Source: an optimization exercise on an open RTL-to-GDS flow (aim: small area, a short achievable clock period and few clock cycles). Production flows keep margins and buffers that such runs may drop.
At most, simulation tests tie the RTL to the original design; equivalence was not proved.

==> run a <==
Design bl_engine, start of the top module:
module bl_engine (
  input  wire        clk,
  input  wire        rst,
  input  wire        rx_valid,
  input  wire [7:0]  rx_data,
  input  wire        rx_err,
  output wire        rx_ready,
  output wire        tx_valid,
  output wire [7:0]  tx_data,
  input  wire        tx_ready,
  output wire        op_valid,
  output wire [3:0]  op_cmd,
  output wire [31:0] op_addr,
  output wire [15:0] op_wdata,
  input  wire        op_ready,
  input  wire        op_ok,
  input  wire [31:0] op_rdata,
  input  wire        rdp_level,
  output wire        exited
);
  localparam [7:0] ACK  = 8'hCD;
  localparam [7:0] NACK = 8'hAB;
  localparam [3:0] OP_FLASH_UNLOCK = 4'd0;
  localparam [3:0] OP_FLASH_LOCK   = 4'd1;
  localparam [3:0] OP_OPT_UNLOCK   = 4'd2;
  localparam [3:0] OP_OPT_LOCK     = 4'd3;
  localparam [3:0] OP_PAGE_ERASE   = 4'd4;
  localparam [3:0] OP_MASS_ERASE   = 4'd5;
  localparam [3:0] OP_PROG_HALF    = 4'd6;
  localparam [3:0] OP_OPT_PROG_RDP = 4'd7;
  localparam [3:0] OP_OPT_LAUNCH   = 4'd8;
  localparam [3:0] OP_MEM_READ     = 4'd9;
  localparam [3:0] OP_SET_MSP      = 4'd10;
  localparam [3:0] OP_DEINIT       = 4'd11;
  localparam [3:0] OP_CALL         = 4'd12;
  localparam integer RL = 89;    
  localparam integer FB = 5;     
  function [31:0] crc_byte;
    input [31:0] c;
    input [7:0]  b;
    integer i;
    reg [31:0] x;
    begin
      x = c ^ {24'd0, b};
      for (i = 0; i < 32; i = i + 1)
        x = x[31] ? ((x << 1) ^ 32'h04C1_1DB7) : (x << 1);
      crc_byte = x;
    end
  endfunction
  function [6:0] inc7;
    input [6:0] x;
    integer k;
    reg c;
    begin
      c = 1'b1;
      for (k = 0; k < 7; k = k + 1) begin
        inc7[k] = x[k] ^ c;
        c = c & x[k];
      end
    end
  endfunction
  function [6:0] dec7;
    input [6:0] x;
    integer k;
    reg b;
    begin
      b = 1'b1;
      for (k = 0; k < 7; k = k + 1) begin
        dec7[k] = x[k] ^ b;
        b = b & !x[k];
      end
    end
  endfunction
  reg        rdy;         
  reg        rxon;        
  reg        first_q;     
  reg        last_q;      
  reg [7:0]  cnt;         
  reg [2:0]  hp;          
  reg        par;         
  reg        bv;
  reg [7:0]  bd;
  ...
clock: 10.0 ns
lec_check: 0
cap_margin: 20
core_margin: 2
core_utilization: 40
place_density: 0.6
slew_margin: 20
standard.sh (not shown) runs the stock make flow with config.mk's settings and CLKGATE_MAP_FILE= SYNTH_SCRIPT=/design/flow/synth_recipe.tcl, a recipe that flattens the netlist after the stock synthesis.
==> flow/flow/run.sh <==
#!/bin/bash
# The standard layout, with buf_2 port buffers, timing repair aimed at a
# tighter setup target and CTS without dummy loads; each ORFS step logs under
# orfs/logs/, the make output goes to standard.log.
cd "$(dirname "$0")/.."
bash standard.sh BUFFER_PORTS_ARGS="-buffer_cell sky130_fd_sc_hd__buf_2" SETUP_SLACK_MARGIN=6.8 \
  CTS_ARGS="-sink_clustering_enable -repair_clock_nets -dont_use_dummy_load" finish > standard.log 2>&1
==> run b: changes against run a <==
--- a/flow/design.v
+++ b/flow/design.v
@@ -45,10 +45,22 @@
       for (i = 0; i < 32; i = i + 1)
         x = x[31] ? ((x << 1) ^ 32'h04C1_1DB7) : (x << 1);
       crc_byte = x;
     end
   endfunction
+  function [2:0] next5;
+    input [2:0] x;
+    begin
+      case (x)
+        3'd0: next5 = 3'd1;
+        3'd1: next5 = 3'd2;
+        3'd2: next5 = 3'd3;
+        3'd3: next5 = 3'd4;
+        default: next5 = 3'd0;
+      endcase
+    end
+  endfunction
   function [6:0] inc7;
     input [6:0] x;
     integer k;
     reg c;
     begin
@@ -81,11 +93,11 @@
   reg        bv;
   reg [7:0]  bd;
   reg        b_first, b_op, b_addr, b_len, b_dat, b_odd, b_trl, b_last, b_err;
   reg [31:0] crc;
   reg        m;           
-  reg [7:0]  nq;          
+  reg        n5, n6, n7, n9, wsh;   
   reg [7:0]  len_q;       
   reg        ndisc;       
   reg        c_id, c_jump, c_erase, c_write, c_chrop;
   reg [1:0]  c_sub;       
   reg        shape_q, dest_ok_q, e_ok_q, lvl_ok_q, valid_q, app_q;
@@ -93,26 +105,25 @@
   reg [7:0]  txd;         
   reg        t_nack, t_ack, t_rlen, t_pay, t_res;
   reg [3:0]  pidx;
   reg        opv;
   reg        pw;          
-  reg        jmp2;        
   reg [3:0]  opc;         
   reg [31:0] opa;
   reg [15:0] opd;
   reg        exited_q;
   reg [15:0] ring [0:RL-1];
   reg [7:0]  lo_q;
   reg        pend;        
   reg        first_hw;    
   reg [6:0]  wpos;        
   reg        w94;         
-  reg [6:0]  rpos;        
+  reg [3:0]  roff;
   reg [6:0]  avl;         
   reg        avl_nz;
-  reg [7:0]  sel;         
-  reg        hit;
+  reg [7:0]  sel;
+  reg        hit;         
   reg [15:0] fifo [0:FB-1];
   reg [2:0]  fwp, frp;
   reg [FB-1:0] fth;       
   assign rx_ready = rdy;
   assign tx_valid = txv;
@@ -139,12 +150,14 @@
                     ({16{sel[6]}} & ring[67]) |
                     ({16{sel[7]}} & ring[78]);
   wire fetch  = hit & avl_nz & !fth[FB-1];
   wire fempty = !fth[0];
   wire [15:0] head = fifo[frp];
-  wire [7:0] sel_up = {rpos == 7'd77, rpos == 7'd66, rpos == 7'd55, rpos == 7'd43, rpos == 7'd32, rpos == 7'd21, rpos == 7'd10, rpos == 7'd88};
-  wire [7:0] sel_dn = {rpos == 7'd79, rpos == 7'd68, rpos == 7'd57, rpos == 7'd45, rpos == 7'd34, rpos == 7'd23, rpos == 7'd12, rpos == 7'd1};
+  wire [3:0] rlast  = sel[4] ? 4'd11 : 4'd10;    
+  wire [3:0] rlastp = sel[5] ? 4'd11 : 4'd10;    
+  wire       rend   = (roff == rlast);
+  wire       rbeg   = (roff == 4'd0);
   wire fire_tx = txv & tx_ready;
   wire fire_op = opv & op_ready;
   reg [7:0] rlen;
   always @(*) begin
     if (c_id)
@@ -173,12 +186,15 @@
   wire w_more = (len_q[7:1] != 7'd0);    
   wire w_last = (len_q[7:1] == 7'd1);    
   wire pop    = !fempty & ((pw) |
                 (fire_op & op_ok & (((opc == OP_PROG_HALF) & !w_last) |
                                     ((opc == OP_FLASH_UNLOCK) & c_write & w_more))));
-  wire ack_ok = !b_err && !b_first && !ndisc && m && (bd == crc[7:0]) && shape_q &&
-                (c_id || c_jump || c_erase || c_write || c_chrop);
+  wire dec_now = acc & end_now;
+  wire m2      = bv ? (m & (bd == crc[7:0])) : m;
+  wire [7:0] c2 = bv ? crc[15:8] : crc[7:0];
+  wire ack_ok  = !rx_err && !first_q && !ndisc && m2 && (rx_data == c2) && shape_q &&
+                 (c_id || c_jump || c_erase || c_write || c_chrop);
   wire pre_ok = (c_erase && e_ok_q) || (c_write && dest_ok_q) || (c_chrop && lvl_ok_q);
   wire fin    = (fire_tx & (t_nack |
                             (t_pay & pay_last & !(c_jump & valid_q)) |
                             (t_res & !(c_chrop & txd[0])))) |
                 (fire_op & (opc == OP_OPT_LAUNCH));
@@ -217,12 +233,13 @@
   assign crc_nx[30] = ^(crc_x & 32'h7DC04590);
   assign crc_nx[31] = ^(crc_x & 32'hFB808B20);
   wire [31:0] a = opa;
   wire in_ram   = (a[31:16] == 16'h2000) && (a[15:12] < 4'h5);
   wire in_flash = (a[31:16] == 16'h0800);
-  wire [16:0] wend = {1'b0, a[15:0]} + {9'd0, len_q};
-  wire [8:0]  eend = {1'b0, a[7:0]} + {1'b0, a[15:8]};
+  wire [8:0]  lsum = {1'b0, a[7:0]} + {1'b0, len_q};
+  wire        lfit = !lsum[8] || (lsum[7:0] == 8'd0);
+  wire [5:0]  eend = {1'b0, a[4:0]} + {1'b0, a[12:8]};    
   integer i;
   always @(posedge clk) begin
     ring[0] <= wr_now ? {bd, lo_q} : ring[RL-1];
     for (i = 1; i < RL; i = i + 1)
       ring[i] <= ring[i-1];
@@ -239,24 +256,23 @@
     b_odd   <= par;
     b_trl   <= trl_now;
     b_last  <= end_now;
     b_err   <= rx_err;
     if (acc) bd <= rx_data;
-    shape_q   <= (c_id    && nq == 8'd5) ||
-                 (c_jump  && nq == 8'd9) ||
-                 (c_erase && nq == 8'd7) ||
-                 (c_chrop && nq == 8'd6) ||
-                 (c_write && {1'b0, nq} == {1'b0, len_q} + 9'd10);
-    dest_ok_q <= (in_ram || in_flash) && !a[0] && !len_q[0] &&
-                 ((in_flash && (!wend[16] || wend[15:0] == 16'd0)) ||
-                  (in_ram && wend <= 17'h05000));
-    e_ok_q    <= (a[15:8] == 8'hFF) || (eend <= 9'd16);
+    shape_q   <= (c_id && n5) || (c_jump && n9) || (c_erase && n7) ||
+                 (c_chrop && n6) || (c_write && wsh);
+    dest_ok_q <= !a[0] && !len_q[0] &&
+                 ((in_flash && (a[15:8] != 8'hFF || lfit)) ||
+                  (in_ram && (a[15:8] != 8'h4F || lfit)));
+    e_ok_q    <= (a[15:8] == 8'hFF) ||
+                 (a[7:5] == 3'd0 && a[15:13] == 3'd0 && eend <= 6'd16);
     lvl_ok_q  <= (a[7:1] == 7'd0);
     valid_q   <= in_ram || in_flash;
     app_q     <= (a == 32'h0800_8000);
     if (acc) begin
       if (first_q) begin
+        ndisc  <= (rx_data < 8'd5) || (rx_data > 8'd199);
         cnt    <= rx_data;
         last_q <= (rx_data == 8'd1);
       end else begin
         cnt    <= cnt - 8'd1;
         last_q <= (cnt == 8'd2);
@@ -282,26 +298,26 @@
     end else begin
       pend     <= pend_n;
       first_hw <= fhw_n | (bv & b_first);
     end
     if (wr_now && first_hw) begin
-      rpos <= 7'd0;
+      roff <= 4'd0;
       sel  <= 8'h01;
       hit  <= 1'b1;
     end else if (fetch) begin
-      rpos <= (rpos == 7'd0) ? 7'd88 : rpos - 7'd1;
-      sel  <= sel_dn;
-      hit  <= |sel_dn;
+      roff <= rbeg ? rlastp : roff - 4'd1;
+      if (rbeg) sel <= {sel[0], sel[7:1]};
+      hit  <= (roff == 4'd1);
     end else begin
-      rpos <= (rpos == 7'd88) ? 7'd0 : rpos + 7'd1;
-      sel  <= sel_up;
-      hit  <= |sel_up;
+      roff <= rend ? 4'd0 : roff + 4'd1;
+      if (rend) sel <= {sel[6:0], sel[7]};
+      hit  <= rend;
     end
     if (fetch)
-      fwp <= (fwp == FB - 1) ? 3'd0 : fwp + 3'd1;
+      fwp <= next5(fwp);
     if (pop)
-      frp <= (frp == FB - 1) ? 3'd0 : frp + 3'd1;
+      frp <= next5(frp);
     if (rst || (bv && b_first)) begin
       avl    <= 7'd0;
       avl_nz <= 1'b0;
       fth    <= {FB{1'b0}};
       fwp    <= 3'd0;
@@ -317,12 +333,15 @@
       else if (!fetch && pop)
         fth <= {1'b0, fth[FB-1:1]};
     end
     if (bv) begin
       if (b_first) begin
-        nq    <= bd;
-        ndisc <= (bd < 8'd5) || (bd > 8'd199);
+        n5 <= (bd == 8'd5);
+        n6 <= (bd == 8'd6);
+        n7 <= (bd == 8'd7);
+        n9 <= (bd == 8'd9);
+        wsh <= 1'b0;
       end
       if (b_op) begin
         c_id    <= (bd[7:2] == 6'b000100);
         c_sub   <= bd[1:0];
         c_jump  <= (bd == 8'h14);
@@ -330,12 +349,14 @@
         c_write <= (bd == 8'h16);
         c_chrop <= (bd == 8'h21);
       end
       if (b_addr)
         opa <= {bd, opa[31:8]};
-      if (b_len)
+      if (b_len) begin
         len_q <= bd;
+        wsh   <= (cnt - 8'd4 == bd) && (cnt >= 8'd4);    
+      end
       if (b_dat && !b_odd)
         lo_q <= bd;
     end
     if (rst || (bv && b_last)) begin
       crc <= 32'hFFFF_FFFF;
@@ -359,11 +380,11 @@
       t_res  <= 1'b0;
       opv    <= 1'b0;
       pw     <= 1'b0;
       exited_q <= 1'b0;
     end else begin
-      if (bv && b_last) begin
+      if (dec_now) begin
         txv <= 1'b1;
         if (ack_ok) t_ack  <= 1'b1;
         else        t_nack <= 1'b1;
       end
       if (fire_tx) begin
@@ -427,11 +448,11 @@
           OP_OPT_LAUNCH: opv <= 1'b0;
           default: ;
         endcase
       end
     end
-    if (bv && b_last) begin
+    if (dec_now) begin
       pidx <= 4'd0;
       txd  <= ack_ok ? ACK : NACK;
     end
     if (fire_tx) begin
       if (t_ack)
@@ -453,11 +474,10 @@
         end
       end
       if (t_pay) begin
         pidx <= pidx + 4'd1;
         txd  <= pay;
-        jmp2 <= 1'b0;
         if (app_q) begin
           opc <= OP_MEM_READ;
         end else begin
           opc    <= OP_CALL;
           opa[0] <= 1'b1;
@@ -504,12 +524,11 @@
         OP_OPT_PROG_RDP: begin
           txd <= {7'd0, op_ok};
           opc <= OP_OPT_LOCK;
         end
         OP_MEM_READ: begin
-          jmp2 <= 1'b1;
-          if (!jmp2) begin
+          if (!opa[2]) begin    
             opa[2] <= 1'b1;
           end else begin
             opa <= crc;
             opc <= OP_SET_MSP;
           end
==> flow/flow/run.sh (replaced) <==
#!/bin/bash
# The standard layout, with buf_2 port buffers, timing repair aimed at a
# tighter setup target and CTS without dummy loads and with larger sink
# clusters; each ORFS step logs under
# orfs/logs/, the make output goes to standard.log.
cd "$(dirname "$0")/.."
bash standard.sh BUFFER_PORTS_ARGS="-buffer_cell sky130_fd_sc_hd__buf_2" SETUP_SLACK_MARGIN=7.0 \
  CTS_ARGS="-sink_clustering_enable -repair_clock_nets -dont_use_dummy_load -sink_clustering_size 24 -sink_clustering_max_diameter 80" finish > standard.log 2>&1
- TNS_END_PERCENT: unset -> 20
==> run c: changes against run a <==
--- a/flow/design.v
+++ b/flow/design.v
@@ -45,10 +45,22 @@
       for (i = 0; i < 32; i = i + 1)
         x = x[31] ? ((x << 1) ^ 32'h04C1_1DB7) : (x << 1);
       crc_byte = x;
     end
   endfunction
+  function [2:0] next5;
+    input [2:0] x;
+    begin
+      case (x)
+        3'd0: next5 = 3'd1;
+        3'd1: next5 = 3'd2;
+        3'd2: next5 = 3'd3;
+        3'd3: next5 = 3'd4;
+        default: next5 = 3'd0;
+      endcase
+    end
+  endfunction
   function [6:0] inc7;
     input [6:0] x;
     integer k;
     reg c;
     begin
@@ -81,11 +93,11 @@
   reg        bv;
   reg [7:0]  bd;
   reg        b_first, b_op, b_addr, b_len, b_dat, b_odd, b_trl, b_last, b_err;
   reg [31:0] crc;
   reg        m;           
-  reg [7:0]  nq;          
+  reg        n5, n6, n7, n9, wsh;   
   reg [7:0]  len_q;       
   reg        ndisc;       
   reg        c_id, c_jump, c_erase, c_write, c_chrop;
   reg [1:0]  c_sub;       
   reg        shape_q, dest_ok_q, e_ok_q, lvl_ok_q, valid_q, app_q;
@@ -93,26 +105,25 @@
   reg [7:0]  txd;         
   reg        t_nack, t_ack, t_rlen, t_pay, t_res;
   reg [3:0]  pidx;
   reg        opv;
   reg        pw;          
-  reg        jmp2;        
   reg [3:0]  opc;         
   reg [31:0] opa;
   reg [15:0] opd;
   reg        exited_q;
   reg [15:0] ring [0:RL-1];
   reg [7:0]  lo_q;
   reg        pend;        
   reg        first_hw;    
   reg [6:0]  wpos;        
   reg        w94;         
-  reg [6:0]  rpos;        
+  reg [3:0]  roff;
   reg [6:0]  avl;         
   reg        avl_nz;
-  reg [7:0]  sel;         
-  reg        hit;
+  reg [7:0]  sel;
+  reg        hit;         
   reg [15:0] fifo [0:FB-1];
   reg [2:0]  fwp, frp;
   reg [FB-1:0] fth;       
   assign rx_ready = rdy;
   assign tx_valid = txv;
@@ -139,12 +150,14 @@
                     ({16{sel[6]}} & ring[67]) |
                     ({16{sel[7]}} & ring[78]);
   wire fetch  = hit & avl_nz & !fth[FB-1];
   wire fempty = !fth[0];
   wire [15:0] head = fifo[frp];
-  wire [7:0] sel_up = {rpos == 7'd77, rpos == 7'd66, rpos == 7'd55, rpos == 7'd43, rpos == 7'd32, rpos == 7'd21, rpos == 7'd10, rpos == 7'd88};
-  wire [7:0] sel_dn = {rpos == 7'd79, rpos == 7'd68, rpos == 7'd57, rpos == 7'd45, rpos == 7'd34, rpos == 7'd23, rpos == 7'd12, rpos == 7'd1};
+  wire [3:0] rlast  = sel[4] ? 4'd11 : 4'd10;    
+  wire [3:0] rlastp = sel[5] ? 4'd11 : 4'd10;    
+  wire       rend   = (roff == rlast);
+  wire       rbeg   = (roff == 4'd0);
   wire fire_tx = txv & tx_ready;
   wire fire_op = opv & op_ready;
   reg [7:0] rlen;
   always @(*) begin
     if (c_id)
@@ -173,12 +186,15 @@
   wire w_more = (len_q[7:1] != 7'd0);    
   wire w_last = (len_q[7:1] == 7'd1);    
   wire pop    = !fempty & ((pw) |
                 (fire_op & op_ok & (((opc == OP_PROG_HALF) & !w_last) |
                                     ((opc == OP_FLASH_UNLOCK) & c_write & w_more))));
-  wire ack_ok = !b_err && !b_first && !ndisc && m && (bd == crc[7:0]) && shape_q &&
-                (c_id || c_jump || c_erase || c_write || c_chrop);
+  wire dec_now = acc & end_now;
+  wire m2      = bv ? (m & (bd == crc[7:0])) : m;
+  wire [7:0] c2 = bv ? crc[15:8] : crc[7:0];
+  wire ack_ok  = !rx_err && !first_q && !ndisc && m2 && (rx_data == c2) && shape_q &&
+                 (c_id || c_jump || c_erase || c_write || c_chrop);
   wire pre_ok = (c_erase && e_ok_q) || (c_write && dest_ok_q) || (c_chrop && lvl_ok_q);
   wire fin    = (fire_tx & (t_nack |
                             (t_pay & pay_last & !(c_jump & valid_q)) |
                             (t_res & !(c_chrop & txd[0])))) |
                 (fire_op & (opc == OP_OPT_LAUNCH));
@@ -217,12 +233,13 @@
   assign crc_nx[30] = ^(crc_x & 32'h7DC04590);
   assign crc_nx[31] = ^(crc_x & 32'hFB808B20);
   wire [31:0] a = opa;
   wire in_ram   = (a[31:16] == 16'h2000) && (a[15:12] < 4'h5);
   wire in_flash = (a[31:16] == 16'h0800);
-  wire [16:0] wend = {1'b0, a[15:0]} + {9'd0, len_q};
-  wire [8:0]  eend = {1'b0, a[7:0]} + {1'b0, a[15:8]};
+  wire [8:0]  lsum = {1'b0, a[7:0]} + {1'b0, len_q};
+  wire        lfit = !lsum[8] || (lsum[7:0] == 8'd0);
+  wire [5:0]  eend = {1'b0, a[4:0]} + {1'b0, a[12:8]};    
   integer i;
   always @(posedge clk) begin
     ring[0] <= wr_now ? {bd, lo_q} : ring[RL-1];
     for (i = 1; i < RL; i = i + 1)
       ring[i] <= ring[i-1];
@@ -239,24 +256,23 @@
     b_odd   <= par;
     b_trl   <= trl_now;
     b_last  <= end_now;
     b_err   <= rx_err;
     if (acc) bd <= rx_data;
-    shape_q   <= (c_id    && nq == 8'd5) ||
-                 (c_jump  && nq == 8'd9) ||
-                 (c_erase && nq == 8'd7) ||
-                 (c_chrop && nq == 8'd6) ||
-                 (c_write && {1'b0, nq} == {1'b0, len_q} + 9'd10);
-    dest_ok_q <= (in_ram || in_flash) && !a[0] && !len_q[0] &&
-                 ((in_flash && (!wend[16] || wend[15:0] == 16'd0)) ||
-                  (in_ram && wend <= 17'h05000));
-    e_ok_q    <= (a[15:8] == 8'hFF) || (eend <= 9'd16);
+    shape_q   <= (c_id && n5) || (c_jump && n9) || (c_erase && n7) ||
+                 (c_chrop && n6) || (c_write && wsh);
+    dest_ok_q <= !a[0] && !len_q[0] &&
+                 ((in_flash && (a[15:8] != 8'hFF || lfit)) ||
+                  (in_ram && (a[15:8] != 8'h4F || lfit)));
+    e_ok_q    <= (a[15:8] == 8'hFF) ||
+                 (a[7:5] == 3'd0 && a[15:13] == 3'd0 && eend <= 6'd16);
     lvl_ok_q  <= (a[7:1] == 7'd0);
     valid_q   <= in_ram || in_flash;
     app_q     <= (a == 32'h0800_8000);
     if (acc) begin
       if (first_q) begin
+        ndisc  <= (rx_data < 8'd5) || (rx_data > 8'd199);
         cnt    <= rx_data;
         last_q <= (rx_data == 8'd1);
       end else begin
         cnt    <= cnt - 8'd1;
         last_q <= (cnt == 8'd2);
@@ -282,26 +298,26 @@
     end else begin
       pend     <= pend_n;
       first_hw <= fhw_n | (bv & b_first);
     end
     if (wr_now && first_hw) begin
-      rpos <= 7'd0;
+      roff <= 4'd0;
       sel  <= 8'h01;
       hit  <= 1'b1;
     end else if (fetch) begin
-      rpos <= (rpos == 7'd0) ? 7'd88 : rpos - 7'd1;
-      sel  <= sel_dn;
-      hit  <= |sel_dn;
+      roff <= rbeg ? rlastp : roff - 4'd1;
+      if (rbeg) sel <= {sel[0], sel[7:1]};
+      hit  <= (roff == 4'd1);
     end else begin
-      rpos <= (rpos == 7'd88) ? 7'd0 : rpos + 7'd1;
-      sel  <= sel_up;
-      hit  <= |sel_up;
+      roff <= rend ? 4'd0 : roff + 4'd1;
+      if (rend) sel <= {sel[6:0], sel[7]};
+      hit  <= rend;
     end
     if (fetch)
-      fwp <= (fwp == FB - 1) ? 3'd0 : fwp + 3'd1;
+      fwp <= next5(fwp);
     if (pop)
-      frp <= (frp == FB - 1) ? 3'd0 : frp + 3'd1;
+      frp <= next5(frp);
     if (rst || (bv && b_first)) begin
       avl    <= 7'd0;
       avl_nz <= 1'b0;
       fth    <= {FB{1'b0}};
       fwp    <= 3'd0;
@@ -317,12 +333,15 @@
       else if (!fetch && pop)
         fth <= {1'b0, fth[FB-1:1]};
     end
     if (bv) begin
       if (b_first) begin
-        nq    <= bd;
-        ndisc <= (bd < 8'd5) || (bd > 8'd199);
+        n5 <= (bd == 8'd5);
+        n6 <= (bd == 8'd6);
+        n7 <= (bd == 8'd7);
+        n9 <= (bd == 8'd9);
+        wsh <= 1'b0;
       end
       if (b_op) begin
         c_id    <= (bd[7:2] == 6'b000100);
         c_sub   <= bd[1:0];
         c_jump  <= (bd == 8'h14);
@@ -330,12 +349,14 @@
         c_write <= (bd == 8'h16);
         c_chrop <= (bd == 8'h21);
       end
       if (b_addr)
         opa <= {bd, opa[31:8]};
-      if (b_len)
+      if (b_len) begin
         len_q <= bd;
+        wsh   <= (cnt - 8'd4 == bd) && (cnt >= 8'd4);    
+      end
       if (b_dat && !b_odd)
         lo_q <= bd;
     end
     if (rst || (bv && b_last)) begin
       crc <= 32'hFFFF_FFFF;
@@ -359,11 +380,11 @@
       t_res  <= 1'b0;
       opv    <= 1'b0;
       pw     <= 1'b0;
       exited_q <= 1'b0;
     end else begin
-      if (bv && b_last) begin
+      if (dec_now) begin
         txv <= 1'b1;
         if (ack_ok) t_ack  <= 1'b1;
         else        t_nack <= 1'b1;
       end
       if (fire_tx) begin
@@ -427,11 +448,11 @@
           OP_OPT_LAUNCH: opv <= 1'b0;
           default: ;
         endcase
       end
     end
-    if (bv && b_last) begin
+    if (dec_now) begin
       pidx <= 4'd0;
       txd  <= ack_ok ? ACK : NACK;
     end
     if (fire_tx) begin
       if (t_ack)
@@ -453,11 +474,10 @@
         end
       end
       if (t_pay) begin
         pidx <= pidx + 4'd1;
         txd  <= pay;
-        jmp2 <= 1'b0;
         if (app_q) begin
           opc <= OP_MEM_READ;
         end else begin
           opc    <= OP_CALL;
           opa[0] <= 1'b1;
@@ -504,12 +524,11 @@
         OP_OPT_PROG_RDP: begin
           txd <= {7'd0, op_ok};
           opc <= OP_OPT_LOCK;
         end
         OP_MEM_READ: begin
-          jmp2 <= 1'b1;
-          if (!jmp2) begin
+          if (!opa[2]) begin    
             opa[2] <= 1'b1;
           end else begin
             opa <= crc;
             opc <= OP_SET_MSP;
           end
==> flow/flow/run.sh (replaced) <==
#!/bin/bash
# The standard layout, with buf_2 port buffers, timing repair aimed at a
# tighter setup target and CTS without dummy loads and with larger sink
# clusters; each ORFS step logs under
# orfs/logs/, the make output goes to standard.log.
cd "$(dirname "$0")/.."
bash standard.sh BUFFER_PORTS_ARGS="-buffer_cell sky130_fd_sc_hd__buf_2" SETUP_SLACK_MARGIN=7.0 \
  CTS_ARGS="-sink_clustering_enable -repair_clock_nets -dont_use_dummy_load -sink_clustering_size 24 -sink_clustering_max_diameter 80" finish > standard.log 2>&1
- CORE_UTILIZATION: 40 -> 50
- PLACE_DENSITY: 0.6 -> 0.65
==> impl_metrics.json <==
{
  "status": "timing/DRC/antenna clean",
  "instances_no_fill": 5176,
  "via_per_inst": 4.81,
  "ys_seq_elements": 1731,
  "grt_pass1_wl_um": 147000,
  "synth_xor_area_share_pct": 5.67,
  "cts_buffers": 156,
  "max_freq_mhz": 308,
  "fin_ws_ns": 6.75
}
The numbers above come from run a.

==> impl_metrics.json <==
{
  "nonClkBufAreaFrac_pct": 2.44,
  "synth_xor_area_share_pct": 6.18,
  "status": "timing/DRC/antenna clean",
  "fin_ws_ns": 6.81,
  "instances_no_fill": 4979,
  "grt_pass1_wl_um": 141000,
  "max_freq_mhz": 313,
  "syn_inst": 3348,
  "ys_seq_elements": 1723,
  "p_clk_share_pct": 29.7,
  "cts_buffers": 88
}
The numbers above come from run b.

==> impl_metrics.json <==
{
  "fin_ws_ns": 6.80,
  "cts_buffers": 87,
  "instances_no_fill": 4732,
  "status": "timing/DRC/antenna clean",
  "ys_seq_elements": 1723,
  "max_freq_mhz": 313,
  "synth_xor_area_share_pct": 6.18,
  "via_per_inst": 5.03
}
The numbers above come from run c.

Testbench counts of run b, summed over its fixed seeds: cycles 52,366.
Testbench counts of run c, summed over its fixed seeds: cycles 52,366.
Only the layout flow was run in run a; the RTL was not checked for function there.

[afterwards: timing with drivers on the ports]
Ports are ideal in the flow. The routed layouts listed here were re-timed in OpenROAD. Step 1: set_driving_cell puts a clkbuf_16 on clk and a buf_2 on each other input, an assumption about the parent block. Step 2 also shifts input and output timing later by t, the mid clock arrival at the registers, as if the neighbouring blocks saw the same clock. Three values: ideal ports, drivers, drivers and shift; two values: the first two.
| run | t (ns) | setup WS [ns] | hold slack, ns | pins driven straight from the clock port |
|---|---|---|---|---|
| run a | 0.785 | 6.753 / 6.685 / 6.088 | 0.263 / 0.263 / 0.263 | 1 |
| run b | 0.689 | 6.809 / 6.740 / 6.193 | 0.264 / 0.264 / 0.264 | 1 |
| run c | 0.677 | 6.801 / 6.743 / 6.362 | 0.268 / 0.268 / 0.268 | 1 |
After both steps every run listed still meets setup and hold. The setup slack of run a, which loses most, moves by -0.068 ns with the drivers and by -0.665 ns with both steps.
